Source: an optimization exercise on an open RTL-to-GDS flow (aim: a short achievable clock period and few clock cycles). Production flows keep margins and buffers that such runs may drop. Function was checked by simulation only, so behaviour that the tests miss may differ from the original. Power is estimated from default activity; no workload was simulated.

==> design/flow/design.v <==
module a362m (
    input  wire        clk,
    input  wire        rst_n,
    input  wire        cmd_valid,
    input  wire [39:0] cmd_word,
    output wire        cmd_ready,
    output reg         done_valid,
    output reg  [2:0]  done_status,
    output reg  [15:0] rd,
    output reg  [15:0] fx,
    output reg  [15:0] fy,
    output reg  [15:0] fz,
    output reg  [15:0] ft,
    output reg  [63:0] burst_buf,
    output reg  [3:0]  bufn,
    output reg  [7:0]  want,
    output reg  [7:0]  echo,
    output reg  [2:0]  status,
    output reg  [3:0]  err,
    output wire        busy,
    output reg         cs_open,
    output wire        tx_valid,
    output wire [7:0]  tx_byte,
    input  wire        rx_valid,
    input  wire [7:0]  rx_byte,
    input  wire        bus_fail
);
    localparam [7:0] OPC_WRITE = 8'h0A;
    localparam [7:0] OPC_READ  = 8'h0B;
    localparam [4:0] OP_RD1    = 5'h01, OP_WR1   = 5'h02, OP_RD2    = 5'h03,
                     OP_WR2    = 5'h04, OP_RDB   = 5'h05, OP_DEC    = 5'h08,
                     OP_RDS8   = 5'h09, OP_RDS12 = 5'h0A, OP_RDXYZT = 5'h0B,
                     OP_WRC    = 5'h10, OP_SETB  = 5'h11, OP_SETF   = 5'h12,
                     OP_RDF    = 5'h13, OP_MEASON= 5'h14, OP_SRESET = 5'h15,
                     OP_CFGACT = 5'h18, OP_CFGINACT = 5'h19;
    localparam [7:0] A_X8 = 8'h08, A_Y8 = 8'h09, A_Z8 = 8'h0A, A_X12 = 8'h0E,
                     A_SOFT_RESET = 8'h1F, A_THRESH_ACT = 8'h20,
                     A_TIME_ACT = 8'h22, A_THRESH_INACT = 8'h23,
                     A_TIME_INACT = 8'h25, A_ACT_INACT_CTL = 8'h27,
                     A_POWER_CTL = 8'h2D;
    localparam [2:0] ST_OK = 3'd0, ST_TF = 3'd1, ST_VM = 3'd2, ST_IF = 3'd3,
                     ST_IC = 3'd4;
    localparam [1:0] RX_NONE = 2'd0, RX_RESULT = 2'd1, RX_T = 2'd2,
                     RX_VERIFY = 2'd3;
    localparam [2:0] S_IDLE = 3'd0, S_CHECK = 3'd1, S_XFER = 3'd2,
                     S_NEXT = 3'd3;
    function [3:0] ctz8(input [7:0] m);
        integer i;
        begin
            ctz8 = 4'd8;
            for (i = 7; i >= 0; i = i - 1)
                if (m[i]) ctz8 = i[3:0];
        end
    endfunction
    function [3:0] popcount8(input [7:0] m);
        integer i;
        begin
            popcount8 = 4'd0;
            for (i = 0; i < 8; i = i + 1)
                popcount8 = popcount8 + {3'd0, m[i]};
        end
    endfunction
    function contiguous8(input [7:0] m);
        reg [7:0] sh;
        begin
            sh = m >> ctz8(m);
            contiguous8 = (m != 8'd0) && (((sh + 8'd1) & sh) == 8'd0);
        end
    endfunction
    function [7:0] ins_field(input [7:0] t, input [7:0] m, input [7:0] v);
        ins_field = (t & ~m) | ((v << ctz8(m)) & m);
    endfunction
    function [7:0] ext_field(input [7:0] t, input [7:0] m);
        ext_field = (t & m) >> ctz8(m);
    endfunction
    function [15:0] decode(input [7:0] lo, input [7:0] hi, input s);
        decode = s ? {hi, lo} : {4'h0, hi[3:0], lo};
    endfunction
    reg [2:0]  state;
    reg [39:0] cw;           
    reg [2:0]  step;         
    reg [3:0]  bidx;         
    reg [63:0] rxbuf;        
    reg [7:0]  t_reg;        
    reg [7:0]  wval;         
    wire [4:0]  op    = cw[39:35];
    wire        s_bit = cw[34];
    wire        m_bit = cw[33];
    wire [7:0]  addr  = cw[31:24];
    wire [7:0]  mask  = cw[23:16];
    wire [7:0]  val8  = cw[7:0];
    wire [15:0] val16 = cw[15:0];
    wire [15:0] thr   = cw[31:16];
    wire [15:0] tim   = cw[15:0];
    wire [1:0]  ch    = cw[1:0];
    wire [7:0]  nburst= cw[7:0];
    reg [39:0] dec_mask, dec_match;
    reg        dec_known;
    always @(*) begin
        dec_known = 1'b1;
        dec_mask  = 40'h0;
        dec_match = 40'h0;
        case (op)
            OP_RD1:      begin dec_match = 40'h0800000000; dec_mask = 40'hFF00FFFFFF; end
            OP_WR1:      begin dec_match = 40'h1000000000; dec_mask = 40'hFF00FFFF00; end
            OP_RD2:      begin dec_match = 40'h1800000000; dec_mask = 40'hFF00FFFFFF; end
            OP_WR2:      begin dec_match = 40'h2000000000; dec_mask = 40'hFF00FF0000; end
            OP_RDB:      begin dec_match = 40'h2800000000; dec_mask = 40'hFF00FFFF00; end
            OP_DEC:      begin dec_match = 40'h4000000000; dec_mask = 40'hFBFFFF0000; end
            OP_RDS8:     begin dec_match = 40'h4800000000; dec_mask = 40'hFFFFFFFFFC; end
            OP_RDS12:    begin dec_match = 40'h5000000000; dec_mask = 40'hFBFFFFFFFC; end
            OP_RDXYZT:   begin dec_match = 40'h5800000000; dec_mask = 40'hFBFFFFFFFF; end
            OP_WRC:      begin dec_match = 40'h8000000000; dec_mask = 40'hFF00FFFF00; end
            OP_SETB:     begin dec_match = 40'h8800000000; dec_mask = 40'hFF0000FFFF; end
            OP_SETF:     begin dec_match = 40'h9000000000; dec_mask = 40'hFF0000FF00; end
            OP_RDF:      begin dec_match = 40'h9800000000; dec_mask = 40'hFF0000FFFF; end
            OP_MEASON:   begin dec_match = 40'hA000000000; dec_mask = 40'hFFFFFFFFFF; end
            OP_SRESET:   begin dec_match = 40'hA800000000; dec_mask = 40'hFFFFFFFFFF; end
            OP_CFGACT:   begin dec_match = 40'hC000000000; dec_mask = 40'hFD00000000; end
            OP_CFGINACT: begin dec_match = 40'hC800000000; dec_mask = 40'hFD00000000; end
            default:     dec_known = 1'b0;
        endcase
    end
    wire legal    = dec_known && ((cw & dec_mask) == dec_match);
    wire ctrl_ok  = (addr >= 8'h20) && (addr <= 8'h2E);
    wire aic      = (addr == A_ACT_INACT_CTL);
    reg invalid;
    always @(*) begin
        case (op)
            OP_RDB:      invalid = (nburst == 8'd0) || (nburst > 8'd8);
            OP_RDS8:     invalid = (ch == 2'd3);
            OP_WRC,
            OP_SETB:     invalid = !ctrl_ok;
            OP_SETF:     invalid = !ctrl_ok || !contiguous8(mask) ||
                                   ({1'b0, val8} >= (9'd1 << popcount8(mask)));
            OP_RDF:      invalid = !ctrl_ok || !contiguous8(mask);
            OP_CFGACT:   invalid = (thr > 16'h07FF) || (tim > 16'h00FF);
            OP_CFGINACT: invalid = (thr > 16'h07FF);
            default:     invalid = 1'b0;
        endcase
    end
    reg        tr_write;     
    reg [7:0]  tr_addr;
    reg [3:0]  tr_len;       
    reg [7:0]  tr_p0, tr_p1; 
    reg [1:0]  tr_rx;        
    reg        tr_last;      
    wire [7:0] setb_w = t_reg | mask;
    wire [7:0] setf_w = ins_field(t_reg, mask, val8);
    wire [7:0] act_w  = t_reg | (m_bit ? 8'h03 : 8'h01);
    wire [7:0] inact_w= t_reg | (m_bit ? 8'h0C : 8'h04);
    always @(*) begin
        tr_write = 1'b0;
        tr_addr  = addr;
        tr_len   = 4'd1;
        tr_p0    = 8'h00;
        tr_p1    = 8'h00;
        tr_rx    = RX_NONE;
        tr_last  = 1'b1;
        case (op)
            OP_RD1: tr_rx = RX_RESULT;
            OP_WR1: begin tr_write = 1'b1; tr_p0 = val8; end
            OP_RD2: begin tr_len = 4'd2; tr_rx = RX_RESULT; end
            OP_WR2: begin tr_write = 1'b1; tr_len = 4'd2;
                          tr_p0 = val16[7:0]; tr_p1 = val16[15:8]; end
            OP_RDB: begin tr_len = nburst[3:0]; tr_rx = RX_RESULT; end
            OP_RDS8: begin
                tr_addr = (ch == 2'd0) ? A_X8 : (ch == 2'd1) ? A_Y8 : A_Z8;
                tr_rx   = RX_RESULT;
            end
            OP_RDS12: begin
                tr_addr = A_X12 + {5'd0, ch, 1'b0};
                tr_len  = 4'd2;
                tr_rx   = RX_RESULT;
            end
            OP_RDXYZT: begin tr_addr = A_X12; tr_len = 4'd8; tr_rx = RX_RESULT; end
            OP_WRC: begin
                if (step == 3'd0) begin
                    tr_write = 1'b1; tr_p0 = val8; tr_last = !aic;
                end else begin
                    tr_rx = RX_VERIFY;
                end
            end
            OP_SETB, OP_SETF: begin
                case (step)
                    3'd0: begin tr_rx = RX_T; tr_last = 1'b0; end
                    3'd1: begin tr_write = 1'b1; tr_last = !aic;
                                tr_p0 = (op == OP_SETB) ? setb_w : setf_w; end
                    default: tr_rx = RX_VERIFY;
                endcase
            end
            OP_RDF: tr_rx = RX_RESULT;
            OP_MEASON: begin
                tr_addr = A_POWER_CTL;
                if (step == 3'd0) begin
                    tr_rx = RX_T; tr_last = 1'b0;
                end else begin
                    tr_write = 1'b1; tr_p0 = t_reg | 8'h02;
                end
            end
            OP_SRESET: begin tr_write = 1'b1; tr_addr = A_SOFT_RESET; tr_p0 = 8'h52; end
            OP_CFGACT, OP_CFGINACT: begin
                tr_last = 1'b0;
                case (step)
                    3'd0: begin
                        tr_write = 1'b1; tr_len = 4'd2;
                        tr_addr = (op == OP_CFGACT) ? A_THRESH_ACT : A_THRESH_INACT;
                        tr_p0 = thr[7:0]; tr_p1 = thr[15:8];
                    end
                    3'd1: begin
                        tr_write = 1'b1;
                        tr_addr = (op == OP_CFGACT) ? A_TIME_ACT : A_TIME_INACT;
                        tr_len  = (op == OP_CFGACT) ? 4'd1 : 4'd2;
                        tr_p0 = tim[7:0]; tr_p1 = tim[15:8];
                    end
                    3'd2: begin tr_addr = A_ACT_INACT_CTL; tr_rx = RX_T; end
                    3'd3: begin
                        tr_write = 1'b1; tr_addr = A_ACT_INACT_CTL;
                        tr_p0 = (op == OP_CFGACT) ? act_w : inact_w;
                    end
                    default: begin
                        tr_addr = A_ACT_INACT_CTL; tr_rx = RX_VERIFY; tr_last = 1'b1;
                    end
                endcase
            end
            default: ;
        endcase
    end
    wire [7:0] frame_byte = (bidx == 4'd0) ? (tr_write ? OPC_WRITE : OPC_READ) :
                            (bidx == 4'd1) ? tr_addr :
                            !tr_write      ? 8'h00 :
                            (bidx == 4'd2) ? tr_p0 : tr_p1;
    wire last_byte = (bidx == tr_len + 4'd1);
    assign tx_valid  = (state == S_XFER);
    assign tx_byte   = tx_valid ? frame_byte : 8'h00;
    assign cmd_ready = (state == S_IDLE);
    assign busy      = !cmd_ready;
    integer i;
    always @(posedge clk) begin
        if (!rst_n) begin
            state       <= S_IDLE;
            cw          <= 40'h0;
            step        <= 3'd0;
            bidx        <= 4'd0;
            rxbuf       <= 64'h0;
            t_reg       <= 8'h00;
            wval        <= 8'h00;
            cs_open     <= 1'b0;
            done_valid  <= 1'b0;
            done_status <= 3'd0;
            rd          <= 16'h0;
            fx          <= 16'h0;
            fy          <= 16'h0;
            fz          <= 16'h0;
            ft          <= 16'h0;
            burst_buf   <= 64'h0;
            bufn        <= 4'h0;
            want        <= 8'h00;
            echo        <= 8'h00;
            status      <= ST_OK;
            err         <= 4'h0;
        end else begin
            done_valid <= 1'b0;
            case (state)
                S_IDLE: begin
                    if (cmd_valid) begin
                        cw    <= cmd_word;
                        state <= S_CHECK;
                    end
                end
                S_CHECK: begin
                    if (!legal) begin
                        finish(ST_IC);
                    end else if (invalid) begin
                        finish(ST_IF);
                    end else if (op == OP_DEC) begin
                        rd <= decode(cw[7:0], cw[15:8], s_bit);
                        finish(ST_OK);
                    end else begin
                        step    <= 3'd0;
                        bidx    <= 4'd0;
                        cs_open <= 1'b1;
                        state   <= S_XFER;
                    end
                end
                S_XFER: begin
                    if (bus_fail) begin
                        cs_open <= 1'b0;
                        finish(ST_TF);
                    end else if (rx_valid) begin
                        if (bidx >= 4'd2)
                            rxbuf[8*(bidx-4'd2) +: 8] <= rx_byte;
                        if (tr_write && tr_addr == A_ACT_INACT_CTL)
                            wval <= tr_p0;
                        if (last_byte) begin
                            cs_open <= 1'b0;
                            state   <= S_NEXT;
                        end else begin
                            bidx <= bidx + 4'd1;
                        end
                    end
                end
                S_NEXT: begin
                    if (tr_rx == RX_T)
                        t_reg <= rxbuf[7:0];
                    if (tr_last) begin
                        if (tr_rx == RX_VERIFY) begin
                            want <= wval;
                            echo <= rxbuf[7:0];
                            finish((rxbuf[7:0] == wval) ? ST_OK : ST_VM);
                        end else begin
                            commit_result();
                            finish(ST_OK);
                        end
                    end else begin
                        step    <= step + 3'd1;
                        bidx    <= 4'd0;
                        cs_open <= 1'b1;
                        state   <= S_XFER;
                    end
                end
                default: state <= S_IDLE;
            endcase
        end
    end
    task finish(input [2:0] code);
        begin
            status      <= code;
            done_status <= code;
            done_valid  <= 1'b1;
            case (code)
                ST_TF:   err[0] <= 1'b1;
                ST_VM:   err[1] <= 1'b1;
                ST_IF:   err[2] <= 1'b1;
                ST_IC:   err[3] <= 1'b1;
                default: ;
            endcase
            state <= S_IDLE;
        end
    endtask
    task commit_result;
        begin
            case (op)
                OP_RD1, OP_RDS8: rd <= {8'h00, rxbuf[7:0]};
                OP_RD2:          rd <= rxbuf[15:0];
                OP_RDS12:        rd <= decode(rxbuf[7:0], rxbuf[15:8], s_bit);
                OP_RDF:          rd <= {8'h00, ext_field(rxbuf[7:0], mask)};
                OP_RDB: begin
                    for (i = 0; i < 8; i = i + 1)
                        if (i < nburst)
                            burst_buf[8*i +: 8] <= rxbuf[8*i +: 8];
                    bufn <= nburst[3:0];
                end
                OP_RDXYZT: begin
                    fx <= decode(rxbuf[7:0],   rxbuf[15:8],  s_bit);
                    fy <= decode(rxbuf[23:16], rxbuf[31:24], s_bit);
                    fz <= decode(rxbuf[39:32], rxbuf[47:40], s_bit);
                    ft <= decode(rxbuf[55:48], rxbuf[63:56], s_bit);
                end
                default: ;
            endcase
        end
    endtask
endmodule
==> design/flow/run.sh <==
#!/bin/bash
# synth_recipe.tcl (not shown) runs the flow's synth.tcl, then flattens the netlist and writes it again
# the make line also repeats each setting of config.mk as NAME=value (left out here)
make -C /OpenROAD-flow-scripts/flow DESIGN_CONFIG=/design/flow/config.mk WORK_HOME=/design/flow/orfs CLKGATE_MAP_FILE= SYNTH_SCRIPT=/design/flow/synth_recipe.tcl finish
==> design/flow/config.mk <==
export PLATFORM = sky130hd
export DESIGN_NAME = a362m
export DESIGN_NICKNAME = a362m
export VERILOG_FILES = /design/flow/design.v
export SDC_FILE = /design/flow/constraint.sdc
export NUM_CORES = 4
export LEC_CHECK = 0
export CAP_MARGIN = 20
export CORE_MARGIN = 2
export CORE_UTILIZATION = 40
export PLACE_DENSITY = 0.6
export SLEW_MARGIN = 20
==> design/flow/constraint.sdc <==
create_clock -name core_clock -period 7.0 [get_ports {clk}]
set_input_delay 1.4000 -clock core_clock [delete_from_list [all_inputs] [get_ports {clk}]]
set_output_delay 1.4000 -clock core_clock [all_outputs]
set_load 0.01 [all_outputs]
==> out/results.md <==
| Step | Result | Value |
|:---|:---|:---|
| setup path | Register-to-register setup slack | 1.48 ns |
| min path | Hold crit path type | reg -> reg |
| clock tree | Clock latency reported for the late side of the worst-skew pair | 0.52 ns |
| global route | Total congestion overflow | 0 |
| placed design | Last weighted congestion value of the routability-driven placer | 0.9218 |
| synthesis | Distinct cell type count after synthesis | 90 |
| synthesis | Synthesized netlist net count | 1934 |
| min path | Number of cells on the worst hold path | 2 |
| synthesis | Synthesized-area fraction occupied by and/or/nand/nor cells | 21.06% |
| clock tree | Number of buffers inserted during clock tree synthesis | 36 |
| placed design | Count of buffers from port buffering | 239 |
| setup path | Path depth of the worst reg2reg path | 20 |
| synthesis | Compound-cell area share of the yosys netlist | 17.86% |
| clock tree | Root buf cell | clkbuf_16 |
| placed design | Post-placement setup slack | 1.556 ns |
| synthesis | Combined area of all synthesized cells | 15330 µm² |
| finish | Cell area after layout | 19140 µm² |
| die | Die outline area | 39900 µm² |
| timing | Relative max-transition margin | 19.49% |
| timing | Total negative slack | 0 ns |
| clock tree | Number of buffers inserted to repair setup after CTS | 0 |
| drt | Remaining number of nets flagged by the antenna check after routing | 0 |
| timing | Setup repair after global routing missed its margin | no |
| placed design | Total placed instance area | 17980 µm² |
| drt | Routed via count | 14280 |
| die | Floorplan die height | 199.7 µm |
| synthesis | Primary flip-flop cell chosen by synthesis mapping | dfxtp_1 |
| global route | First-pass GRT wire length | 81.92 mm |
| drt | First-pass DRT Iterations | 6 |
| timing | Slew at the pin closest to its max-slew limit | 1.197 ns |
| clock tree | Clock Path Buffers | 3 |
| die | Die width | 199.7 µm |
| drt | Number of violations reported at the end of detailed-routing iteration 0 | 992 |
| synthesis | Share of the yosys chip area belonging to registers | 41.15% |
| synthesis | Number of warnings printed during yosys synthesis | 1 |
| clock tree | Clock-pin slew on the worst setup and hold paths | 0.05 ns |
| synthesis | Average size of a mapped cell | 8.334 µm² |
| finish | Number of nets in the layout | 2098 |
| synthesis | Count of flip-flops with a built-in enable after synthesis | 0 |
| finish | Top Registers | burst_buf (64), rxbuf (64), cw (40) |
| clock tree | Hold-fix buffers at CTS | 0 |
| die | Initial core utilization | 40.69% |
| drt | Average routed wire per standard cell | 21.16 µm |
| timing | Setup ws final | 1.264 ns |
| placed design | Detail Placement HPWL | 38.25 mm |
| synthesis | Yosys reg bits | 315 |
| clock tree | TritonCTS clock tree | yes |
| setup path | Kind of start point of the critical path | flop |
| clock tree | H-tree depth | 2 |
| synthesis | Dominant combinational cell family by area after synthesis | simple AND/OR/NAND/NOR gates |
| die | Placement Rows | 71 |
| setup path | Arrival time of the worst setup path | 4.34 ns |
| run status | Outcome | no timing/DRC/antenna violations |
| job | Max Cap Violations | 0 |
| finish | Area Growth Syn to Fin | 24.89% |
| power | Worst voltage drop across the vdd grid | 173.1 µV |
| timing | Highest attainable clock frequency | 174.3 MHz |
| global route | Pin count of the biggest net entering global routing | 174 |
| timing | Final setup fails | 0 |
| synthesis | Area fraction of the dominant cell type after synthesis | 41.15% |
| global route | Initial antenna violation count | 0 |
| timing | Final Hold Viols | 0 |
| power | Power per cell area | 218.8 nW/µm² |
| finish | Most common library cell in the layout ignoring fill and taps | dfxtp_1 |
| drt | Routed WL | 53.73 mm |
| power | Leakage power | 0.006954 µW |
| die | I/O pins | 240 |
| finish | Commonest cells after routing, fill and taps aside | 315 x dfxtp_1, 297 x nand2_1, 239 x clkdlybuf4s50_1, 224 x nor2_1, 169 x a21oi_1 |
| synthesis | Fraction of synthesized cell area in xor and xnor cells | 1.486% |
| finish | Inserted Diodes | 0 |
| synthesis | Most area-hungry cell type in the Yosys netlist | dfxtp_1 |
| drt | Routed via count divided by cell count | 5.623 |
| global route | Tot GR Track Use | 26.58% |
| setup path | CP required | 5.60 ns |
| clock tree | Resized cells post-CTS | 0 |
| synthesis | Async S/R FF share, synth | 0% |
| synthesis | Synth Area in Adders | 3.690% |
| setup path | Crit path kind | reg -> out |
| synthesis | Top cells by area in the synthesized netlist | dfxtp_1 41%, mux2i_1 9.4%, nand2_1 7.3% |
| timing | Fraction of the cycle the final worst path needs | 81.94% |
| clock tree | Number of sinks handled by clock tree synthesis | 315 |
| timing | Worst setup skew after layout | 0.01298 ns |
| synthesis | Number of standard cells after synthesis | 1839 |
| drt | Count of unresolved DRC violations after routing | 0 |
| setup path | Maximum fanout encountered on the critical timing path | 24 |
| timing | Post-layout minimum cycle time | 5.736 ns |
| finish | Proportion of layout cells with a drive suffix above 1 | 6.164% |
| setup path | Nature of the critical path endpoint | output port |
| die | Core area | 37670 µm² |
| global route | Via count of the first global-routing pass | 13780 |
| timing | Number of slew-limit violations in the final report | 0 |
| finish | Fill cell count | 3637 |
| synthesis | Proportion of synthesized area in mux cells | 9.919% |
[worst max-delay path, stage by stage, from the launching register on]
cell	delay (ns)
dfxtp_1	0.56
or3b_1	0.64
a211oi_1	0.89
o21ai_0	0.21
o31ai_1	0.55
nor2_1	0.10
o31ai_1	0.28
clkdlybuf4s50_1	0.58
[layer usage]
layer | GRT usage, % | routed length (µm) | vias to the layer above | share of wire (%)
met5 | 0 | 0 | - | 0
met4 | 10.32 | 2106 | 0 | 3.9
met3 | 3.411 | 3233 | 112 | 6.0
met2 | 42.71 | 24160 | 546 | 45
met1 | 36.38 | 24230 | 6847 | 45
li1 | - | - | 6771 | -
[cells in the mapped netlist (all sizes together) (4+ instances only)]
| master | instances |
|---|---|
| a21o | 13 |
| nand2 | 298 |
| nand2b | 26 |
| o21ai | 45 |
| a222oi | 4 |
| or3 | 8 |
| o22ai | 10 |
| o32ai | 8 |
| mux2i | 144 |
| dfxtp | 315 |
| a21oi | 172 |
| nor3b | 6 |
| a31oi | 14 |
| nand4 | 9 |
| a32oi | 6 |
| nand3 | 50 |
| ha | 38 |
| a221oi | 16 |
| xnor2 | 13 |
| a22oi | 24 |
| inv | 41 |
| and3 | 14 |
| nor4b | 4 |
| nor3 | 20 |
| clkbuf | 84 |
| xor2 | 13 |
| buf | 52 |
| nor2 | 228 |
| o31ai | 11 |
| a221o | 6 |
| nor4 | 17 |
| o2111ai | 6 |
| nor2b | 9 |
| fa | 4 |
| or2 | 6 |
| and2 | 7 |
| a211oi | 19 |
| o21a | 6 |
| a2111oi | 7 |
| o211ai | 8 |
[through the flow]
step / hold WS, ns / power (µW) / utilization, % / cells
floorplan: 0.4311 / 2224 / - / 1839
global placement: 0.4431 / 2385 / 47.75 / 2476
detailed placement: 0.4459 / 2392 / 47.75 / 2476
CTS: 0.4541 / 4220 / 50.79 / 2539
global route: 0.4752 / 4349 / 50.82 / 2539
finish: 0.4523 / 4188 / 50.82 / 2539
[report_power, final]
group	leakage, µW	switching, µW	internal [µW]	total [µW]
clock	0.000566	749	1080	1830
combinational	0.00384	307	183	490
sequential	0.00255	50.0	1820	1870
total	0.00695	1110	3080	4190
[area by class of cell]
| type | instances | area (µm²) | share of cell area [%] |
|---|---|---|---|
| Timing Repair Buffer | 262 | 2577 | 13.47 |
| Inverter | 43 | 168.9 | 0.8825 |
| Tap cell | 511 | 639.4 | 3.340 |
| Clock inverter | 8 | 53.80 | 0.2811 |
| Multi-Input combinational cell | 1345 | 8302 | 43.37 |
| Sequential cell | 315 | 6306 | 32.95 |
| Clock buffer | 55 | 1094 | 5.713 |
[path summary, 6_finish.rpt]
kind | from | to
worst max register to register | cw[17] | bidx[1]
worst min-delay path | fy[4] | fy[4]
worst min register to register | fy[4] | fy[4]
worst max-delay path | cw[37] | tx_byte[5]
[kinds of logic after synthesis]
group | count (synthesis)
compound gates | 410
fa+ha+maj | 43
buf+inv | 179
xor+xnor | 26
flops | 315
mux | 149
simple gates | 717
Testbench counts, summed over its fixed seeds: cycles 120,278.

port drivers added, routing unchanged:
How much do the figures lean on ideal ports? The routed layout below was timed once more, with nothing changed but the port constraints.
Step 1, drivers: a clkbuf_16 drives clk and a buf_2 each remaining input, both assumed.
Step 2 times the ports against the registers' clock, not the clock port: input delays grow and output delays shrink by t, the midpoint of the rising clock arrivals with the driver on.
Slacks: ideal / step 1 / step 2; pairs: ideal / step 1.
t (ns): 0.571
setup slack, ns: 1.264 / 1.212 / 1.485
slew at the worst register clock pin (ns): 0.06 / 0.06
worst slew at a driven data input, ns: 0.05
After both steps this run still meets setup and hold. For this run, drivers alone change the setup slack by -0.052 ns; drivers and shift together by +0.221 ns.
